Context: an optimization exercise on an open-source flow, tuned for small area, a short achievable clock period and few clock cycles. The choices shown serve that exercise and are no tape-out recipe.
At most, simulation tests tie the RTL to the original design; equivalence was not proved.
No functional check of the RTL was part of runs 2, 4 and 5.

<file path="design.v">
module montpow32 (
    input  wire        clk,
    input  wire        rst,       
    input  wire        start,     
    input  wire [1:0]  variant,
    input  wire [31:0] n,
    input  wire [31:0] ninv,
    input  wire [31:0] rmodn,
    input  wire [31:0] base,
    input  wire [31:0] exp,
    output wire        ready,
    output reg         done,
    output wire [31:0] result
);
    localparam integer K  = 4;
    localparam integer NC = 32 / K;
    localparam integer CW = (NC > 16) ? 5 : (NC > 8) ? 4 : (NC > 4) ? 3 : (NC > 2) ? 2 : 1;
    localparam [1:0] S_IDLE = 2'd0,
                     S_MUL  = 2'd1,    
                     S_SQ   = 2'd2,    
                     S_FIN  = 2'd3;    
    reg [1:0]    state;
    reg [CW-1:0] cnt;
    reg          pendm;     
    reg          fin_mul;   
    reg          first;     
    reg          qany;      
    reg [1:0]  var_q;
    reg [31:0] n_q;
    reg [31:0] res_q;
    reg [31:0] base_q;
    reg [31:0] k_q;
    reg [32:0] s_q;
    reg [32:0] c_q;
    wire          init = (cnt == {CW{1'b0}});
    wire [31:0]   xw   = (state == S_SQ) ? base_q : res_q;
    wire [K-1:0]  xd   = xw[cnt*K +: K];
    wire [32:0] ss [0:K];
    wire [32:0] cc [0:K];
    wire [K-1:0] qv;
    assign ss[0] = init ? 33'd0 : s_q;
    assign cc[0] = init ? 33'd0 : c_q;
    genvar gi;
    generate
        for (gi = 0; gi < K; gi = gi + 1) begin : g_step
            wire [33:0] s0 = {1'b0, ss[gi]};
            wire [33:0] c0 = {1'b0, cc[gi]};
            wire [33:0] a  = xd[gi] ? {2'b00, base_q} : 34'd0;
            wire [33:0] s1 = s0 ^ c0 ^ a;
            wire [33:0] m1 = (s0 & c0) | (s0 & a) | (c0 & a);
            wire [33:0] c1 = {m1[32:0], 1'b0};
            wire        q  = s1[0];
            wire [33:0] b  = q ? {2'b00, n_q} : 34'd0;
            wire [33:0] s2 = s1 ^ c1 ^ b;
            wire [33:0] m2 = (s1 & c1) | (s1 & b) | (c1 & b);
            wire [33:0] c2 = {m2[32:0], 1'b0};
            assign qv[gi]    = q;
            assign ss[gi+1]  = s2[33:1];
            assign cc[gi+1]  = c2[33:1];
        end
    endgenerate
    wire [33:0] t  = {1'b0, s_q} + {1'b0, c_q};
    wire        e  = t[33];
    wire [33:0] o  = var_q[1] ? (qany ? 34'd0 : {2'b00, n_q}) : ~{2'b00, n_q};
    wire [33:0] us = {1'b0, s_q} ^ {1'b0, c_q} ^ o;
    wire [33:0] um = ({1'b0, s_q} & {1'b0, c_q}) | ({1'b0, s_q} & o) | ({1'b0, c_q} & o);
    wire [33:0] uc = {um[32:0], ~var_q[1]};
    wire [33:0] u  = us + uc;
    wire        use_u   = var_q[1] | ~(u[33] ^ e);
    wire [31:0] fin_res = use_u ? u[31:0] : t[31:0];
    assign ready  = (state == S_IDLE);
    assign result = res_q;
    always @(posedge clk) begin
        s_q  <= ss[K];
        c_q  <= cc[K];
        qany <= (init ? 1'b0 : qany) | (|qv);
        if (rst) begin
            state <= S_IDLE;
            done  <= 1'b0;
            pendm <= 1'b0;
            cnt   <= {CW{1'b0}};
        end else begin
            done <= 1'b0;
            case (state)
                S_IDLE: begin
                    if (start) begin
                        var_q <= variant;
                        n_q   <= n;
                        base_q <= base;
                        first <= 1'b1;
                        pendm <= 1'b0;
                        cnt   <= {CW{1'b0}};
                        if (exp == 32'd0) begin
                            res_q <= rmodn;
                            done  <= 1'b1;
                        end else if (exp[0] & ~variant[1]) begin
                            res_q <= base;
                            first <= 1'b0;
                            if (exp[31:1] == 31'd0)
                                done <= 1'b1;
                            else begin
                                state <= S_SQ;
                                k_q   <= {1'b0, exp[31:1]};
                            end
                        end else begin
                            res_q <= rmodn;
                            if (exp[0]) begin
                                state <= S_MUL;
                                k_q   <= exp;
                            end else begin
                                state <= S_SQ;
                                k_q   <= {1'b0, exp[31:1]};
                            end
                        end
                    end
                end
                S_MUL: begin
                    cnt <= cnt + 1'b1;
                    if (cnt == NC - 1) begin
                        cnt   <= {CW{1'b0}};
                        first <= 1'b0;
                        if (k_q[31:1] != 31'd0) begin
                            state <= S_SQ;
                            k_q   <= {1'b0, k_q[31:1]};
                            pendm <= 1'b1;
                        end else begin
                            state   <= S_FIN;
                            fin_mul <= 1'b1;
                        end
                    end
                end
                S_SQ: begin
                    if (pendm) begin
                        res_q <= fin_res;
                        pendm <= 1'b0;
                    end
                    cnt <= cnt + 1'b1;
                    if (cnt == NC - 1) begin
                        cnt     <= {CW{1'b0}};
                        state   <= S_FIN;
                        fin_mul <= 1'b0;
                    end
                end
                S_FIN: begin
                    if (fin_mul) begin
                        res_q <= fin_res;
                        done  <= 1'b1;
                        state <= S_IDLE;
                    end else begin
                        base_q <= fin_res;
                        if (k_q[0] & ~(first & ~var_q[1])) begin
                            state <= S_MUL;
                        end else begin
                            if (k_q[0]) begin
                                res_q <= fin_res;
                                first <= 1'b0;
                            end
                            if (k_q[31:1] != 31'd0) begin
                                state <= S_SQ;
                                k_q   <= {1'b0, k_q[31:1]};
                            end else begin
                                done  <= 1'b1;
                                state <= S_IDLE;
                            end
                        end
                    end
                end
            endcase
        end
    end
endmodule
</file>
<file path="run.sh">
#!/bin/bash
# synth_recipe.tcl (not shown) runs the flow's synth.tcl, then flattens the netlist and writes it again
# the make line also repeats each setting of config.mk as NAME=value (left out here)
make -C /OpenROAD-flow-scripts/flow DESIGN_CONFIG=/design/flow/config.mk WORK_HOME=/design/flow/orfs CLKGATE_MAP_FILE= SYNTH_SCRIPT=/design/flow/synth_recipe.tcl finish
</file>
<file path="config.mk">
export PLATFORM = sky130hd
export DESIGN_NAME = montpow32
export DESIGN_NICKNAME = montpow32
export VERILOG_FILES = /design/flow/design.v
export SDC_FILE = /design/flow/constraint.sdc
export NUM_CORES = 4
export LEC_CHECK = 0
export CAP_MARGIN = 20
export CORE_MARGIN = 2
export CORE_UTILIZATION = 40
export SLEW_MARGIN = 20
</file>
<file path="constraint.sdc">
create_clock -name core_clock -period 15.0 [get_ports {clk}]
set_input_delay 3.0000 -clock core_clock [delete_from_list [all_inputs] [get_ports {clk}]]
set_output_delay 3.0000 -clock core_clock [all_outputs]
set_load 0.01 [all_outputs]
</file>
==> run summary, run 1 <==
status no timing/DRC/antenna violations; DRC Markers 0; crit path launch type register; Post-synth ARST share 0; Max stage delay on crit path around 1.1 ns; Inserted Diodes 0; initial antenna violation count 3; RSZ-0062 raised after global routing false; CTS tree built; actual slew at the worst max-slew pin 1.03 ns; Post-Syn Nets around 2,600; crit-path most repeated cell fa_1; Hold Buf Count CTS 0; number of synthesized flops with an enable pin around 130; CTS Buf Count 27; CP top delay family adder cells; largest net degree at the start of global routing roughly 70; Max clock buf depth 3; sum of negative setup slack 0 ns; clk sinks approximately 200; Min-Delay Path Class register to register; final wirelength 59.7 mm; Ys Warns 1; Die ar. between 0.05 and 0.06 mm²; CP Cell Sequence inv_1 -> ha_1 -> buf_4 -> mux4_2 -> mux4_2 -> nand2_1 -> fa_1 -> nor2b_1 -> fa_1 -> inv_1 -> fa_2 -> nor2b_1 -> fa_1 -> inv_1 -> fa_2 -> nand2b_1 -> fa_1 -> fa_1 -> buf_4 -> nor2b_1 -> fa_1; grt total ovfl 0; vias in the first global route 16,700; fin crit share 0.656; hold_sp qany$_DFF_P_; Nets 2,760; Max-slew headroom 0.307; CTS root buffer clkbuf_16; placement row count between 80 and 90; ys flop type edfxtp_1; Crit Path Max Fanout 33; I/O Pins 199; Filler Cells Inserted between 4,000 and 5,000; Post-Syn Area 0.0206 mm²; Post-DP HPWL 45.1 mm; number of max-cap violations 0; Final ANT Viol Nets 0; via/cell ratio around 5.4; WP buf/inv 5; drt first pass iters 5; Initial DRC Count 1,091; crit path from state[0]$_SDFFE_PP0P_; Synth Register Bits about 210; Post-CTS Setup Bufs 0; area grow syn2layout 15.9%; Die W approximately 230 µm; Post-CTS Resized 0; final setup vio count 0; final worst clock skew 0.0420 ns; kind of critical path register to register; sequential area share after synthesis 0.263; WL/cell between 20 and 25 µm; Final Hold Fails 0; total core area a little over 0.05 mm²; via count 15,700; Avg Inst Size Synth 9.78 µm²; fin. max-slew vios 0; global-route wire length before repair between 90 and 100 mm; multi-input logic area roughly 0.014 mm²; Cells after Synth roughly 2,100; Port Buffer Count roughly 170; die span in y 231 µm; endpoint class of the critical path register; GRT Resource Usage Total 0.228; H-tree depth 1; WP data required 15.44 ns; register area between 0.005 and 0.006 mm²; clk latency of the worst-skew pair 0.60 ns; Reg2Reg Launch Point state[0]$_SDFFE_PP0P_; CP arrival about 10 ns; layout cell share with drive strength beyond 1 0.0517; Reg clk slew, reported paths 0.06 ns; post-synth cell types 77; CP max stage cell fa_2; routability congestion estimate 0.900; Fmax 0.102 GHz; Period minus WS final between 9 and 10 ns; Starting Density 0.403
-- worst reg2reg max path: cells and delay by family, from the launching register on --
family,cells,cell delay (ns)
fa+ha+maj,9,6.27
buf+inv,5,1.02
flops,1,0.34
mux,2,1.26
simple gates,5,0.80
-- metrics by stage --
| step | std cells | cell area (µm²) | util | hold WS [ns] | setup WS (ns) |
|---|---|---|---|---|---|
| after floorplan | 2104 | 20600 | - | 0.427 | 7.53 |
| after global routing | 2925 | 23900 | 0.467 | 0.507 | 4.74 |
| after CTS | 2924 | 23800 | 0.466 | 0.482 | 5.11 |
| final | 2925 | 23900 | 0.467 | 0.487 | 5.16 |
| after detailed placement | 2874 | 22900 | 0.448 | 0.466 | 5.17 |
| after global placement | 2874 | 22900 | 0.448 | 0.454 | 5.28 |
-- kinds of logic after synthesis --
| group | count (synthesis) | synth area share |
|---|---|---|
| DFF | 205 | 0.263 |
| and+or+nand+nor | 702 | 0.162 |
| muxes | 82 | 0.0532 |
| adders and majority gates | 371 | 0.331 |
| AOI/OAI and AO/OA | 347 | 0.104 |
| xor gates and xnor gates | 54 | 0.0233 |
| buffers and inverters | 343 | 0.0635 |
-- metal layers --
metal | track usage | wire [µm] | part of all wire
met4 | 0.0607 | 1720 | 0.029
met1 | 0.305 | 25400 | 0.43
met2 | 0.378 | 28200 | 0.47
met5 | 0 | 14 | 0.00023
met3 | 0.0459 | 4380 | 0.073
-- area by class of cell --
cell class | count | area share
Clock inverter | 14 | 0.00713
Clock buffer | 36 | 0.0314
Sequential cell | 205 | 0.227
Inverter | 253 | 0.0398
Tap cell | 680 | 0.0357
Multi-Input combinational cell | 1556 | 0.584
Timing Repair Buffer | 181 | 0.0751
-- final timing paths --
check | end | slack, ns | depth (start not counted)
setup reg to reg | s_q[17]$_DFF_P_ | 5.16 | 21
setup / recovery | s_q[17]$_DFF_P_ | 5.16 | 21
hold / removal | qany$_DFF_P_ | 0.49 | 1
hold reg to reg | qany$_DFF_P_ | 0.49 | 1
-- sequential cells by signal, summed over array words and instances, names as in the netlist --
| name | cells |
|---|---|
| base_q | 32 |
| c_q | 33 |
| cnt | 3 |
| done | 1 |
| fin_mul | 1 |
| first | 1 |
| k_q | 32 |
| n_q | 32 |
| pendm | 1 |
| qany | 1 |
| res_q | 32 |
| s_q | 33 |
| state | 2 |
| var_q | 1 |
-- cells in the final DEF (no fill, tap or decap), types with 15 or more instances in the layout --
| master | count |
|---|---|
| a21o_1 | 36 |
| a21oi_1 | 144 |
| a31oi_1 | 17 |
| nor2_1 | 96 |
| mux2i_1 | 55 |
| o21ai_0 | 67 |
| dfxtp_1 | 74 |
| and2_1 | 17 |
| buf_4 | 15 |
| nor3_1 | 19 |
| clkdlybuf4s50_1 | 165 |
| xnor2_1 | 43 |
| mux4_2 | 20 |
| fa_1 | 288 |
| clkbuf_16 | 27 |
| nor2b_1 | 47 |
| edfxtp_1 | 131 |
| nand2b_1 | 97 |
| ha_1 | 80 |
| and3_1 | 32 |
| inv_1 | 253 |
| nor4_1 | 18 |
| nand2_1 | 320 |
-- cells in the mapped netlist, drive strengths merged, types with 6 or more instances --
| library cell | n | area (µm²) |
|---|---|---|
| a211oi | 11 | 82.6 |
| a21o | 36 | 270 |
| a21oi | 145 | 729 |
| a31oi | 18 | 119 |
| and2 | 17 | 106 |
| and3 | 32 | 200 |
| buf | 10 | 56.3 |
| clkbuf | 80 | 300 |
| dfxtp | 74 | 1480 |
| edfxtp | 131 | 3930 |
| fa | 290 | 5810 |
| ha | 81 | 1010 |
| inv | 253 | 950 |
| mux2 | 6 | 71.3 |
| mux2i | 56 | 573 |
| mux4 | 20 | 450 |
| nand2 | 321 | 1200 |
| nand2b | 99 | 619 |
| nand3 | 14 | 80.1 |
| nand4 | 12 | 75.1 |
| nor2 | 99 | 372 |
| nor2b | 49 | 307 |
| nor3 | 20 | 105 |
| nor4 | 19 | 119 |
| o211ai | 6 | 50.1 |
| o21a | 8 | 60.1 |
| o21ai | 69 | 345 |
| o21bai | 9 | 67.6 |
| xnor2 | 44 | 393 |
| xor2 | 10 | 87.6 |
Testbench counts, summed over its fixed seeds: cycles 316,342.
==> run 2: changes to the inputs <==
--- a/design.v
+++ b/design.v
@@ -12,7 +12,7 @@
     output reg         done,
     output wire [31:0] result
 );
-    localparam integer K  = 4;
+    localparam integer K  = 8;
     localparam integer NC = 32 / K;
     localparam integer CW = (NC > 16) ? 5 : (NC > 8) ? 4 : (NC > 4) ? 3 : (NC > 2) ? 2 : 1;
     localparam [1:0] S_IDLE = 2'd0,
==> run 2 against run 1 <==
Routed wire length up 29%. Global-route usage down 0.22 points. Die area up 33%. Largest cell class unchanged. Setup slack worse by 3.8 ns. Fmax down 28%. Via count up 25%.
==> run summary, run 2 <==
drt first pass iters 5 (unchanged); hold_sp qany$_DFF_P_ (unchanged); Final Hold Fails 0 (unchanged); sequential area share after synthesis 0.195 (was 0.263); status no timing/DRC/antenna violations (unchanged); Reg2Reg Launch Point cnt[1]$_SDFFE_PP0P_ (was state[0]$_SDFFE_PP0P_); count leader, synth fa_1 (was nand2_1); Ys Warns 1 (unchanged); vias in the first global route 21,700 (was 16,700); Fmax 0.0733 GHz (was 0.102 GHz); Synth Register Bits 204 (was 205); crit-path most repeated cell fa_1 (unchanged); Max stage delay on crit path 0.59 ns (was 1.13 ns); die span in y 267 µm (was 231 µm); final core area utilization 0.454 (was 0.467); WP buf/inv 13 (was 5); DRC Markers 0 (unchanged); Max-slew headroom 0.361 (was 0.307); Worst R2R Path Depth 37 (was 21); CP max stage cell ha_1 (was fa_2); Die ar. 0.0711 mm² (was 0.0533 mm²); Period minus WS final 13.65 ns (was 9.84 ns); Starting Density 0.403 (about the same); Post-CTS Resized 0 (unchanged); Post-DP HPWL 61.2 mm (was 45.1 mm); via/cell ratio 5.31 (was 5.38); largest net degree at the start of global routing 66 (was 69); Worst Hold Endpoint qany$_DFF_P_ (unchanged); crit path launch type register (unchanged); Nets 3,609 (was 2,760); CTS root buffer clkbuf_16 (unchanged); Post-CTS Setup Bufs 0 (unchanged); routability congestion estimate 0.921 (was 0.900); Max clock buf depth 3 (unchanged); final wirelength 77.1 mm (was 59.7 mm); fin. max-slew vios 0 (unchanged); commonest non-fill, non-tap cell in the layout fa_1 (was nand2_1); Commonest cells post-synth fa_1, nand2_1, inv_1 (was nand2_1, fa_1, inv_1); Post-synth ARST share 0 (unchanged); initial antenna violation count 4 (was 3); CP arrival 14.10 ns (was 10.28 ns); CTS tree built (unchanged); largest registers c_q (33), s_q (33) (unchanged); CTS Buf Count 28 (was 27); WP data required 15.45 ns (was 15.44 ns); top cells by area, synth fa_1, edfxtp_1, dfxtp_1 (unchanged); endpoint class of the critical path register (unchanged); Final ANT Viol Nets 0 (unchanged); H-tree depth 1 (unchanged); via count 19,700 (was 15,700); clk sinks 204 (was 205); actual slew at the worst max-slew pin 0.958 ns (was 1.03 ns); kind of critical path register to register (unchanged); Avg Inst Size Synth 10.1 µm² (was 9.78 µm²); Reg2Reg Setup Slack 1.35 ns (was 5.16 ns); final setup vio count 0 (unchanged); area grow syn2layout 12.5% (was 15.9%); number of synthesized flops with an enable pin 131 (unchanged); leading cell types in the layout, fill and taps excluded fa_1, nand2_1, inv_1 (was nand2_1, fa_1, inv_1); Cells after Synth 2,730 (was 2,104); Post-Syn Area 0.0276 mm² (was 0.0206 mm²); CP top delay family adder cells (unchanged); placement row count 96 (was 83); sum of negative setup slack 0 ns (unchanged); Initial DRC Count 1,388 (was 1,091); hold path depth 1 (unchanged); Min-Delay Path Class register to register (unchanged); I/O Pins 199 (unchanged); Placement Setup Slack 1.40 ns (was 5.17 ns); Post-Syn Nets 3,529 (was 2,640); RSZ-0062 raised after global routing false (unchanged); reg-to-reg endpoint s_q[14]$_DFF_P_ (was s_q[17]$_DFF_P_); total core area 0.0685 mm² (was 0.0511 mm²); final worst clock skew 0.0237 ns (was 0.0420 ns); grt total ovfl 0 (unchanged); Yosys top cell by area fa_1 (unchanged); Die W 267 µm (was 231 µm); Crit Path Max Fanout 51 (was 33); Hold Buf Count CTS 0 (unchanged); post-synth cell types 76 (was 77); setup ws final 1.35 ns (was 5.16 ns); Port Buffer Count 165 (unchanged); fin crit share 0.910 (was 0.656); WL/cell 20.8 µm (was 20.4 µm); GRT Resource Usage Total 0.226 (was 0.228); number of max-cap violations 0 (unchanged); Reg clk slew, reported paths 0.06 ns (about the same); ys flop type edfxtp_1 (unchanged); layout cell share with drive strength beyond 1 0.0441 (was 0.0517); clk latency of the worst-skew pair 0.60 ns (about the same); top-area cell type share of the netlist area 0.396 (was 0.282); global-route wire length before repair 124 mm (was 93.8 mm)
==> run 2: layer usage <==
metal | part of all wire | wire length, µm | GRT usage
met1 | 0.41 | 31900 | 0.301
met2 | 0.49 | 37500 | 0.383
met3 | 0.067 | 5160 | 0.0330
met4 | 0.033 | 2530 | 0.0659
met5 | 0 | 0 | 0
==> run 2: worst max-delay path by stage <==
stage	start	to	slack [ns]	cells past startpoint
floorplan	cnt[0]$_SDFFE_PP0P_	s_q[3]$_DFF_P_	2.32	40
global placement	cnt[1]$_SDFFE_PP0P_	s_q[3]$_DFF_P_	1.62	38
detailed placement	cnt[1]$_SDFFE_PP0P_	s_q[14]$_DFF_P_	1.40	37
CTS	cnt[1]$_SDFFE_PP0P_	s_q[7]$_DFF_P_	1.33	37
global route	cnt[1]$_SDFFE_PP0P_	s_q[9]$_DFF_P_	0.71	37
finish	cnt[1]$_SDFFE_PP0P_	s_q[14]$_DFF_P_	1.35	37
==> run 2: layout make-up <==
| cell class | count | area [µm²] |
|---|---|---|
| Tap cell | 882 | 1100 |
| Fill cell | 6524 | 37400 |
| Sequential cell | 204 | 5400 |
| Timing Repair Buffer | 195 | 1880 |
| Clock buffer | 30 | 708 |
| Antenna cell | 1 | 2.50 |
| Inverter | 318 | 1190 |
| Multi-Input combinational cell | 2063 | 20500 |
| Clock inverter | 22 | 298 |
==> run 2: cell families (layout without fill, tap and decap cells) <==
| kind of cell | count (synthesis) | after routing | synth area share |
|---|---|---|---|
| xor+xnor | 55 | 55 | 0.0180 |
| buf+inv | 463 | 565 | 0.0647 |
| other cells | 0 | 1 | 0 |
| flops | 204 | 204 | 0.195 |
| mux | 78 | 78 | 0.0359 |
| fa+ha+maj | 634 | 634 | 0.436 |
| compound gates | 372 | 372 | 0.0823 |
| simple gates | 924 | 924 | 0.168 |
==> run 2: metrics by stage <==
step | cells | hold WS (ns) | area (µm²)
2_1_floorplan | 2730 | 0.440 | 27600
5_1_grt | 3714 | 0.504 | 31000
4_1_cts | 3714 | 0.492 | 31000
3_3_place_gp | 3662 | 0.473 | 30000
3_5_place_dp | 3662 | 0.477 | 30000
6_report | 3715 | 0.491 | 31100
==> run 3: changes to the inputs <==
--- a/design.v
+++ b/design.v
@@ -12,7 +12,7 @@
     output reg         done,
     output wire [31:0] result
 );
-    localparam integer K  = 8;
+    localparam integer K  = 4;
     localparam integer NC = 32 / K;
     localparam integer CW = (NC > 16) ? 5 : (NC > 8) ? 4 : (NC > 4) ? 3 : (NC > 2) ? 2 : 1;
     localparam [1:0] S_IDLE = 2'd0,
==> flow/run.sh (new file) <==
#!/bin/bash
# Standard ORFS layout, with repair_timing aiming for extra setup slack.
set -euo pipefail
MARGIN=$(cat flow/margin.txt)
bash standard.sh SETUP_SLACK_MARGIN=$MARGIN finish > make_finish.log 2>&1
==> flow/margin.txt (new file) <==
10
==> standard.sh (new file) <==
#!/bin/bash
# synth_recipe.tcl (not shown) runs the flow's synth.tcl, then flattens the netlist and writes it again
# the make line also repeats each setting of config.mk as NAME=value (left out here)
make -C /OpenROAD-flow-scripts/flow DESIGN_CONFIG=/design/flow/config.mk WORK_HOME=/design/flow/orfs CLKGATE_MAP_FILE= SYNTH_SCRIPT=/design/flow/synth_recipe.tcl "${@:-finish}"
removed: run.sh
==> run 3 against run 2 <==
Still clean. Cell area fell by 19%. Global-route usage grew 1.6 points. Clock-buffer cell count rose by 5. Area after synthesis down 25%. Clock skew shrank 0.0013 ns.
==> run summary, run 3 <==
Inserted Diodes 0 (was 1); drt first pass iters 5 (unchanged); number of max-cap violations 0 (unchanged); global-route wire length before repair 98.8 mm (was 124 mm); clk latency of the worst-skew pair 0.59 ns (was 0.60 ns); Max stage delay on crit path 0.68 ns (was 0.59 ns); CTS root buffer clkbuf_16 (unchanged); status no timing/DRC/antenna violations (unchanged); via/cell ratio 5.45 (was 5.31); via count 16,300 (was 19,700); endpoint class of the critical path register (unchanged); CP max stage cell mux4_4 (was ha_1); grt total ovfl 0 (unchanged); Die W 231 µm (was 267 µm); actual slew at the worst max-slew pin 1.01 ns (was 0.958 ns); Avg Inst Size Synth 9.78 µm² (was 10.1 µm²); area grow syn2layout 22.9% (was 12.5%); Post-DP Area 0.0229 mm² (was 0.0300 mm²); Hold Buf Count CTS 0 (unchanged); CP arrival 7.35 ns (was 14.10 ns); layout cell share with drive strength beyond 1 0.121 (was 0.0441); Cells after Synth 2,104 (was 2,730); ys flop type edfxtp_1 (unchanged); commonest non-fill, non-tap cell in the layout nand2_1 (was fa_1); count leader, synth nand2_1 (was fa_1); largest registers c_q (33), s_q (33) (unchanged); WL met2 30.8 mm (was 37.5 mm); CP top delay family adder cells (unchanged); vias in the first global route 17,000 (was 21,700); total core area 0.0511 mm² (was 0.0685 mm²); Synth Register Bits 205 (was 204); WP data required 15.44 ns (was 15.45 ns); met1 WL 27.2 mm (was 31.9 mm); Crit Path Max Fanout 7 (was 51); Min-Delay Path Class register to register (unchanged); fin crit share 0.460 (was 0.910); top cells by area, synth fa_1, edfxtp_1, dfxtp_1 (unchanged); CP Cell Sequence buf_12 -> mux4_2 -> mux4_4 -> nand2_2 -> fa_2 -> nor2b_4 -> fa_1 -> inv_2 -> fa_2 -> nor2b_2 -> fa_1 -> inv_1 -> fa_2 -> nand2b_4 -> fa_1 -> fa_2 -> buf_12 -> buf_12 -> nor2b_4 -> fa_1; Max clock buf depth 3 (unchanged); Fmax 0.145 GHz (was 0.0733 GHz); Reg clk slew, reported paths 0.06 ns (about the same); Filler Cells Inserted 4,758 (was 6,524); fin. max-slew vios 0 (unchanged); CTS tree built (unchanged); Die ar. 0.0533 mm² (was 0.0711 mm²); DRC Markers 0 (unchanged); RSZ-0062 raised after global routing true (was false); Finished Cell Area 0.0253 mm² (was 0.0311 mm²); Final Hold Fails 0 (unchanged); WL/cell 21.6 µm (was 20.8 µm); initial antenna violation count 4 (unchanged); Period minus WS final 6.90 ns (was 13.65 ns); GRT Resource Usage Total 0.242 (was 0.226); sum of negative setup slack 0 ns (unchanged); Post-Syn Area 0.0206 mm² (was 0.0276 mm²); final setup vio count 0 (unchanged); kind of critical path register to register (unchanged); post-synth cell types 77 (was 76); number of synthesized flops with an enable pin 131 (unchanged); Yosys top cell by area fa_1 (unchanged); WP buf/inv 5 (was 13); I/O Pins 199 (unchanged); Final ANT Viol Nets 0 (unchanged); Post-synth ARST share 0 (unchanged); Post-DP HPWL 45.6 mm (was 61.2 mm); H-tree depth 1 (unchanged); sequential area share after synthesis 0.263 (was 0.195); crit path launch type register (unchanged); Initial DRC Count 1,157 (was 1,388); Ys Warns 1 (unchanged); Nets 2,817 (was 3,609); Commonest cells post-synth nand2_1, fa_1, inv_1 (was fa_1, nand2_1, inv_1); Starting Density 0.403 (about the same); CTS Buf Count 27 (was 28); top-area cell type share of the netlist area 0.282 (was 0.396); met3 routed WL 4.55 mm (was 5.16 mm); largest net degree at the start of global routing 70 (was 66); die span in y 231 µm (was 267 µm); placement row count 83 (was 96); Post-Syn Nets 2,640 (was 3,529); top sig layer met5 (was met4); final worst clock skew 0.0225 ns (was 0.0237 ns); final wirelength 64.5 mm (was 77.1 mm); Max-slew headroom 0.327 (was 0.361); Port Buffer Count 165 (unchanged); clk sinks 205 (was 204); leading cell types in the layout, fill and taps excluded nand2_1, fa_1, inv_1 (was fa_1, nand2_1, inv_1); routability congestion estimate 0.899 (was 0.921)
-- run 3: changes by cell type in the layout (fill, tap and decap cells not counted), sizes merged, moves of 14 or more --
cell    change
fa        -256
nand2b    -114
inv        -66
and2       -49
nor2b      -48
buf        +36
a211oi     -32
nand2      -29
and3       +26
o21ai      -16
a31oi      +14
-- run 3: path summary, 6_finish.rpt --
path | to | from | slack, ns | depth (start not counted)
max | s_q[13]$_DFF_P_ | cnt[0]$_SDFFE_PP0P_ | 8.10 | 20
min | state[1]$_SDFFE_PP0P_ | state[1]$_SDFFE_PP0P_ | 0.51 | 2
max reg2reg | s_q[13]$_DFF_P_ | cnt[0]$_SDFFE_PP0P_ | 8.10 | 20
min reg2reg | state[1]$_SDFFE_PP0P_ | state[1]$_SDFFE_PP0P_ | 0.51 | 2
-- run 3: cell families after synthesis --
group,share of synthesized area
multiplexers,0.0532
flip-flops,0.263
XOR/XNOR,0.0233
adder cells (fa/ha/maj),0.331
AND/OR/NAND/NOR,0.162
buffers and inverters,0.0635
AO/OA/AOI/OAI,0.104
-- run 3: worst min-delay path, cell delays in order (launching register included) --
cell and delay, ns:
dfxtp_4 0.36, nand2_1 0.06, a21oi_1 0.05
-- run 3: metal layers --
| metal | global-route usage | up-vias |
|---|---|---|
| met5 | 0 | - |
| met4 | 0.0647 | 2 |
| met3 | 0.0359 | 96 |
| met2 | 0.408 | 588 |
| met1 | 0.324 | 8247 |
| li1 | - | 7323 |
-- run 3: final cells by class --
cell class                      count  area, µm²  share of cell area
Tap cell                          680        851              0.0336
Inverter                          253        953              0.0377
Sequential cell                   205       5420               0.214
Timing Repair Buffer              237       2640               0.104
Clock buffer                       35        706              0.0279
Multi-Input combinational cell   1557      14500               0.574
Clock inverter                     15        196             0.00776
-- run 3: what timing repair did --
| action | 4_1_cts | 5_1_grt |
|---|---|---|
| gates cloned | 6 | 4 |
| gates resized for setup | 125 | 61 |
| pin swaps | 52 | 27 |
| buffers inserted | 38 | 8 |
| hold endpoints to repair | 0 | 0 |
| endpoints found under the setup margin | 132 | 132 |
-- run 3: per-stage QoR --
stage	hold slack, ns	std cells	setup slack (ns)	util
2_1_floorplan	0.427	2104	8.22	-
3_3_place_gp	0.456	2875	5.52	0.449
3_5_place_dp	0.470	2875	5.46	0.449
4_1_cts	0.484	2969	8.20	0.487
5_1_grt	0.539	2982	8.02	0.495
6_report	0.507	2982	8.10	0.495
Testbench counts of run 3, summed over its fixed seeds: cycles 316,342.
==> run 4: changes to the inputs <==
--- a/design.v
+++ b/design.v
@@ -32,9 +32,11 @@
     reg [31:0] k_q;
     reg [32:0] s_q;
     reg [32:0] c_q;
-    wire          init = (cnt == {CW{1'b0}});
+    reg           init;      
+    reg  [K-1:0]  xd;        
     wire [31:0]   xw   = (state == S_SQ) ? base_q : res_q;
-    wire [K-1:0]  xd   = xw[cnt*K +: K];
+    wire [CW-1:0] cnt1 = cnt + 1'b1;
+    wire [K-1:0]  xd_cont = xw[cnt1*K +: K];    
     wire [32:0] ss [0:K];
     wire [32:0] cc [0:K];
     wire [K-1:0] qv;
@@ -74,6 +76,8 @@
         s_q  <= ss[K];
         c_q  <= cc[K];
         qany <= (init ? 1'b0 : qany) | (|qv);
+        init <= 1'b0;
+        xd   <= xd_cont;
         if (rst) begin
             state <= S_IDLE;
             done  <= 1'b0;
@@ -101,15 +105,20 @@
                             else begin
                                 state <= S_SQ;
                                 k_q   <= {1'b0, exp[31:1]};
+                                init  <= 1'b1;
+                                xd    <= base[K-1:0];
                             end
                         end else begin
                             res_q <= rmodn;
+                            init  <= 1'b1;
                             if (exp[0]) begin
                                 state <= S_MUL;
                                 k_q   <= exp;
+                                xd    <= rmodn[K-1:0];
                             end else begin
                                 state <= S_SQ;
                                 k_q   <= {1'b0, exp[31:1]};
+                                xd    <= base[K-1:0];
                             end
                         end
                     end
@@ -123,6 +132,8 @@
                             state <= S_SQ;
                             k_q   <= {1'b0, k_q[31:1]};
                             pendm <= 1'b1;
+                            init  <= 1'b1;
+                            xd    <= base_q[K-1:0];
                         end else begin
                             state   <= S_FIN;
                             fin_mul <= 1'b1;
@@ -150,6 +161,8 @@
                         base_q <= fin_res;
                         if (k_q[0] & ~(first & ~var_q[1])) begin
                             state <= S_MUL;
+                            init  <= 1'b1;
+                            xd    <= res_q[K-1:0];
                         end else begin
                             if (k_q[0]) begin
                                 res_q <= fin_res;
@@ -158,6 +171,8 @@
                             if (k_q[31:1] != 31'd0) begin
                                 state <= S_SQ;
                                 k_q   <= {1'b0, k_q[31:1]};
+                                init  <= 1'b1;
+                                xd    <= fin_res[K-1:0];
                             end else begin
                                 done  <= 1'b1;
                                 state <= S_IDLE;
==> run 4 against run 3 <==
Critical path type unchanged. Still clean on timing, DRC and antenna. Critical path depth decreased by 3. Clock-buffer cell count decreased by 2. Critical endpoint is now s_q[0]$_DFF_P_. Area after synthesis is 3.7% higher. Cell area increased by 2.4%. Fmax is 11% higher. Largest cell class unchanged.
==> run summary, run 4 <==
vias in the first global route 17,900 (was 17,000); number of synthesized flops with an enable pin 131 (unchanged); top cells by area, synth fa_1, edfxtp_1, dfxtp_1 (unchanged); Final Hold Fails 0 (unchanged); initial antenna violation count 2 (was 4); clk sinks 210 (was 205); GRT Resource Usage Total 0.244 (was 0.242); CTS Buf Count 29 (was 27); H-tree depth 1 (unchanged); final core area utilization 0.492 (was 0.495); fin crit share 0.416 (was 0.460); number of max-cap violations 0 (unchanged); Die ar. 0.0552 mm² (was 0.0533 mm²); routability congestion estimate 0.916 (was 0.899); Avg Inst Size Synth 9.47 µm² (was 9.78 µm²); Fmax 0.160 GHz (was 0.145 GHz); fin. max-slew vios 0 (unchanged); Nets 2,962 (was 2,817); ys flop type edfxtp_1 (unchanged); Max-slew headroom 0.283 (was 0.327); Period minus WS final 6.24 ns (was 6.90 ns); Yosys top cell by area fa_1 (unchanged); CP top delay family adder cells (unchanged); CTS tree built (unchanged); WL/cell 21.4 µm (was 21.6 µm); kind of critical path register to register (unchanged); Inserted Diodes 0 (unchanged); clk latency of the worst-skew pair 0.60 ns (was 0.59 ns); Commonest cells post-synth inv_1, fa_1, nand2_1 (was nand2_1, fa_1, inv_1); Max stage delay on crit path 0.86 ns (was 0.68 ns); Port Buffer Count 165 (unchanged); WP data required 15.48 ns (was 15.44 ns); die span in y 235 µm (was 231 µm); drt first pass iters 5 (unchanged); Max clock buf depth 3 (unchanged); Initial DRC Count 1,351 (was 1,157); final wirelength 67.2 mm (was 64.5 mm); count leader, synth inv_1 (was nand2_1); total core area 0.0527 mm² (was 0.0511 mm²); final worst clock skew 0.0227 ns (was 0.0225 ns); sum of negative setup slack 0 ns (unchanged); I/O Pins 199 (unchanged); Post-synth ARST share 0 (unchanged); via count 17,000 (was 16,300); Post-DP HPWL 48.1 mm (was 45.6 mm); Min-Delay Path Class register to register (unchanged); CP max stage cell fa_4 (was mux4_4); Hold Buf Count CTS 0 (unchanged); Die W 235 µm (was 231 µm); commonest non-fill, non-tap cell in the layout inv_1 (was nand2_1); via/cell ratio 5.41 (was 5.45); leading cell types in the layout, fill and taps excluded inv_1, fa_1, nand2_1 (was nand2_1, fa_1, inv_1); Hold Worst Slack 0.501 ns (was 0.507 ns); crit-path most repeated cell fa_1; Filler Cells Inserted 4,862 (was 4,758); CTS root buffer clkbuf_16 (unchanged); layout cell share with drive strength beyond 1 0.100 (was 0.121); register area 0.00552 mm² (was 0.00542 mm²); endpoint class of the critical path register (unchanged); setup ws final 8.76 ns (was 8.10 ns); largest registers c_q (33), s_q (33) (unchanged); status no timing/DRC/antenna violations (unchanged); Final ANT Viol Nets 0 (unchanged); Finished Cell Area 0.0259 mm² (was 0.0253 mm²); global-route wire length before repair 105 mm (was 98.8 mm); Reg clk slew, reported paths 0.06 ns (about the same); CP Cell Sequence buf_12 -> nand2_4 -> fa_4 -> nor2b_2 -> fa_1 -> inv_1 -> fa_4 -> nand2b_4 -> fa_1 -> fa_4 -> nand2b_4 -> fa_1 -> fa_2 -> buf_12 -> buf_16 -> nor2b_1 -> fa_1 (was buf_12 -> mux4_2 -> mux4_4 -> nand2_2 -> fa_2 -> nor2b_4 -> fa_1 -> inv_2 -> fa_2 -> nor2b_2 -> fa_1 -> inv_1 -> fa_2 -> nand2b_4 -> fa_1 -> fa_2 -> buf_12 -> buf_12 -> nor2b_4 -> fa_1); top-area cell type share of the netlist area 0.272 (was 0.282); Synth Register Bits 210 (was 205); sequential area share after synthesis 0.258 (was 0.263); crit path launch type register (unchanged); CP arrival 6.72 ns (was 7.35 ns); multi-input logic area 0.0149 mm² (was 0.0145 mm²); Post-Syn Area 0.0214 mm² (was 0.0206 mm²); DRC Markers 0 (unchanged); Cells after Synth 2,255 (was 2,104); actual slew at the worst max-slew pin 1.07 ns (was 1.01 ns); WP buf/inv 4 (was 5); Placement Setup Slack 6.52 ns (was 5.46 ns); placement row count 84 (was 83); grt total ovfl 0 (unchanged); largest net degree at the start of global routing 66 (was 70); Crit Path Max Fanout 8 (was 7); Ys Warns 1 (unchanged); final setup vio count 0 (unchanged); RSZ-0062 raised after global routing true (unchanged); Starting Density 0.405 (was 0.403); area grow syn2layout 21.4% (was 22.9%); post-synth cell types 70 (was 77); Post-Syn Nets 2,790 (was 2,640); Post-DP Area 0.0238 mm² (was 0.0229 mm²)
==> run 4: layout make-up <==
class                           instances  area share
Multi-Input combinational cell       1657       0.575
Timing Repair Buffer                  232      0.0975
Inverter                              297      0.0432
Clock inverter                         20     0.00942
Sequential cell                       210       0.213
Clock buffer                           33      0.0286
Tap cell                              688      0.0332
==> run 4: final timing paths <==
kind                               startpoint              to  slack, ns  depth (start not counted)
worst max register to register  xd[0]$_DFF_P_  s_q[0]$_DFF_P_       8.76                         17
worst min-delay path             qany$_DFF_P_    qany$_DFF_P_       0.50                          2
worst max-delay path            xd[0]$_DFF_P_  s_q[0]$_DFF_P_       8.76                         17
worst min register to register   qany$_DFF_P_    qany$_DFF_P_       0.50                          2
==> run 4: layer usage <==
layer | vias to the layer above | GRT usage | routed length (µm)
li1 | 7772 | - | -
met1 | 8490 | 0.341 | 29300
met2 | 617 | 0.400 | 31000
met3 | 90 | 0.0389 | 4920
met4 | 0 | 0.0575 | 1930
met5 | - | 0 | 0
==> run 4: what timing repair did <==
action | CTS | global route
pin swaps | 17 | 11
resized for setup | 76 | 58
gates cloned | 5 | 2
setup buffers | 25 | 16
endpoints found under the setup margin | 170 | 191
==> run 4: kinds of logic after synthesis <==
family / count (synthesis) / share of synthesized area
multiplexers: 69 / 0.0441
AO/OA/AOI/OAI: 411 / 0.114
flip-flops: 210 / 0.258
XOR/XNOR: 53 / 0.0221
AND/OR/NAND/NOR: 754 / 0.173
adder cells (fa/ha/maj): 370 / 0.319
buffers and inverters: 388 / 0.0699
==> run 4: tightest hold or removal path: cells and delay by family, from the launching register on <==
| kind | cells | cell delay, ns |
|---|---|---|
| flip-flops | 1 | 0.34 |
| AO/OA/AOI/OAI | 1 | 0.05 |
| buffers and inverters | 1 | 0.06 |
==> run 4: metrics by stage <==
step                cells
CTS                  3119
global placement     3035
global route         3137
finish               3137
floorplan            2255
detailed placement   3036
==> run 5: changes to the inputs <==
==> flow/margin.txt (replaced) <==
11
==> run 5 against run 4 <==
Still clean on timing, DRC and antenna. Flip-flop and latch count unchanged. Routed wire length increased by 4.9%. Largest cell class unchanged.
==> run summary, run 5 <==
commonest non-fill, non-tap cell in the layout inv_1 (unchanged); multi-input logic area 0.0156 mm² (was 0.0149 mm²); Cells after Synth 2,255 (unchanged); Min-Delay Path Class register to register (unchanged); CTS Buf Count 29 (unchanged); Commonest cells post-synth inv_1, fa_1, nand2_1 (unchanged); routability congestion estimate 0.889 (was 0.916); crit path launch type register (unchanged); Synth Register Bits 210 (unchanged); top cells by area, synth fa_1, edfxtp_1, dfxtp_1 (unchanged); Post-synth ARST share 0 (unchanged); RSZ-0062 raised after global routing true (unchanged); Final ANT Viol Nets 0 (unchanged); Post-Syn Nets 2,790 (unchanged); clk sinks 210 (unchanged); via count 17,300 (was 17,000); via/cell ratio 5.41 (about the same); die span in y 235 µm (unchanged); Starting Density 0.405 (unchanged); layout cell share with drive strength beyond 1 0.172 (was 0.100); CTS tree built (unchanged); Fmax 0.165 GHz (was 0.160 GHz); Yosys top cell by area fa_1 (unchanged); Final Hold Fails 0 (unchanged); Hold Buf Count CTS 0 (unchanged); Filler Cells Inserted 4,803 (was 4,862); WL/cell 22.1 µm (was 21.4 µm); grt total ovfl 0 (unchanged); kind of critical path register to register (unchanged); Crit Path Max Fanout 6 (was 8); Post-Syn Area 0.0214 mm² (unchanged); DRC Markers 0 (unchanged); total core area 0.0527 mm² (unchanged); drt first pass iters 5 (unchanged); final wirelength 70.5 mm (was 67.2 mm); count leader, synth inv_1 (unchanged); placement row count 84 (unchanged); fin crit share 0.403 (was 0.416); Placement Setup Slack 6.27 ns (was 6.52 ns); Ys Warns 1 (unchanged); Die ar. 0.0552 mm² (unchanged); final worst clock skew 0.0236 ns (was 0.0227 ns); sequential area share after synthesis 0.258 (unchanged); Period minus WS final 6.04 ns (was 6.24 ns); register area 0.00553 mm² (was 0.00552 mm²); GRT Resource Usage Total 0.257 (was 0.244); actual slew at the worst max-slew pin 0.988 ns (was 1.07 ns); initial antenna violation count 3 (was 2); Port Buffer Count 165 (unchanged); status no timing/DRC/antenna violations (unchanged); leading cell types in the layout, fill and taps excluded inv_1, fa_1, nand2_1 (unchanged); largest net degree at the start of global routing 66 (unchanged); number of max-cap violations 0 (unchanged); Max clock buf depth 3 (unchanged); Avg Inst Size Synth 9.47 µm² (unchanged); top-area cell type share of the netlist area 0.272 (unchanged); Nets 3,020 (was 2,962); area grow syn2layout 26.0% (was 21.4%); Initial DRC Count 1,471 (was 1,351); fin. max-slew vios 0 (unchanged); H-tree depth 1 (unchanged); vias in the first global route 18,400 (was 17,900); clk latency of the worst-skew pair 0.60 ns (about the same); CP arrival 6.58 ns (was 6.72 ns); post-synth cell types 70 (unchanged); CTS root buffer clkbuf_16 (unchanged); final setup vio count 0 (unchanged); endpoint class of the critical path register (unchanged); Die W 235 µm (unchanged); Post-DP HPWL 48.5 mm (was 48.1 mm); Reg clk slew, reported paths 0.07 ns (was 0.06 ns); sum of negative setup slack 0 ns (unchanged); Max-slew headroom 0.339 (was 0.283); ys flop type edfxtp_1 (unchanged); WP data required 15.54 ns (was 15.48 ns); number of synthesized flops with an enable pin 131 (unchanged); global-route wire length before repair 110 mm (was 105 mm); setup ws final 8.96 ns (was 8.76 ns); largest registers c_q (33), s_q (33) (unchanged); I/O Pins 199 (unchanged)
[run 5: cell families (layout without fill, tap and decap cells)]
kind of cell    after synthesis  in the layout  share of synthesized area
compound gates              411            411                      0.114
xor+xnor                     53             53                     0.0221
fa+ha+maj                   370            370                      0.319
buf+inv                     388            635                     0.0699
flops                       210            210                      0.258
mux                          69             69                     0.0441
other cells                   0              1                          0
simple gates                754            760                      0.173
[run 5: cell type report]
type                            count  share of cell area
Clock inverter                     15             0.00772
Timing Repair Buffer              284               0.105
Clock buffer                       39              0.0302
Antenna cell                        1           0.0000930
Sequential cell                   210               0.205
Multi-Input combinational cell   1663               0.578
Inverter                          297              0.0416
Tap cell                          688              0.0320
[run 5: worst max-delay path, stage by stage, from the launching register on]
cell	delay [ns]
dfxtp_4	0.37
nand2b_4	0.15
fa_2	0.61
nor2b_2	0.06
fa_1	0.51
inv_2	0.04
fa_4	0.76
nand2b_4	0.12
fa_1	0.42
fa_4	0.80
nand2b_4	0.13
fa_1	0.44
fa_2	0.63
buf_12	0.16
buf_12	0.15
nor2b_4	0.05
fa_2	0.55
[run 5: final timing paths]
check | start | to | slack (ns) | cells past startpoint
worst min-delay path | qany$_DFF_P_ | qany$_DFF_P_ | 0.51 | 2
worst min register to register | qany$_DFF_P_ | qany$_DFF_P_ | 0.51 | 2
worst max-delay path | init$_SDFF_PP0_ | s_q[5]$_DFF_P_ | 8.96 | 16
worst max register to register | init$_SDFF_PP0_ | s_q[5]$_DFF_P_ | 8.96 | 16
[run 5: through the flow]
step / utilization / hold slack (ns) / cells / instance area, µm²
final: 0.511 / 0.508 / 3197 / 26900
after global routing: 0.511 / 0.531 / 3196 / 26900
after CTS: 0.505 / 0.487 / 3180 / 26600
after detailed placement: 0.458 / 0.471 / 3035 / 24100
after global placement: 0.458 / 0.451 / 3035 / 24100
after floorplan: - / 0.442 / 2255 / 22000
[run 5: metal layers]
layer	part of all wire	track usage	wire length [µm]	vias up
li1	-	-	-	7896
met1	0.43	0.358	30600	8664
met2	0.46	0.417	32800	650
met3	0.074	0.0430	5240	97
met4	0.026	0.0681	1850	0
met5	0	0	0	-
[run 5: timing repair]
item	in CTS	in global routing
resized for setup	444	40
pin swaps	37	5
buffers inserted	80	15
cloned	11	1
setup endpoints to repair	335	237

==> static timing again, ports no longer ideal <==
Ports are ideal in the flow. The routed layouts listed here were re-timed in OpenROAD.
Step 1 assumes that a clkbuf_16 drives the clock port and a buf_2 every other input.
Step 2, shift: input delay + t, output delay - t, t = (earliest + latest rising clock arrival at the registers) / 2. This alone moves slack from input paths to output paths.
a / b / c = ideal ports / drivers / drivers and shift; a / b = the first two.
| run | t, ns | setup WS [ns] | worst setup path at the end | clock arrival spread, ns | worst data-port slew with drivers (ns) |
|---|---|---|---|---|---|
| run 1 | 0.637 | 5.160 / 5.160 / 5.160 | register to register | 0.042 / 0.042 | 0.08 |
| run 2 | 0.647 | 1.351 / 1.351 / 1.351 | register to register | 0.024 / 0.024 | 0.08 |
| run 3 | 0.632 | 8.096 / 8.096 / 8.096 | register to register | 0.024 / 0.024 | 0.08 |
| run 4 | 0.653 | 8.756 / 8.756 / 8.756 | register to register | 0.023 / 0.023 | 0.06 |
| run 5 | 0.651 | 8.958 / 8.958 / 8.958 | register to register | 0.025 / 0.025 | 0.07 |
After both steps setup and hold are still met in every run listed.
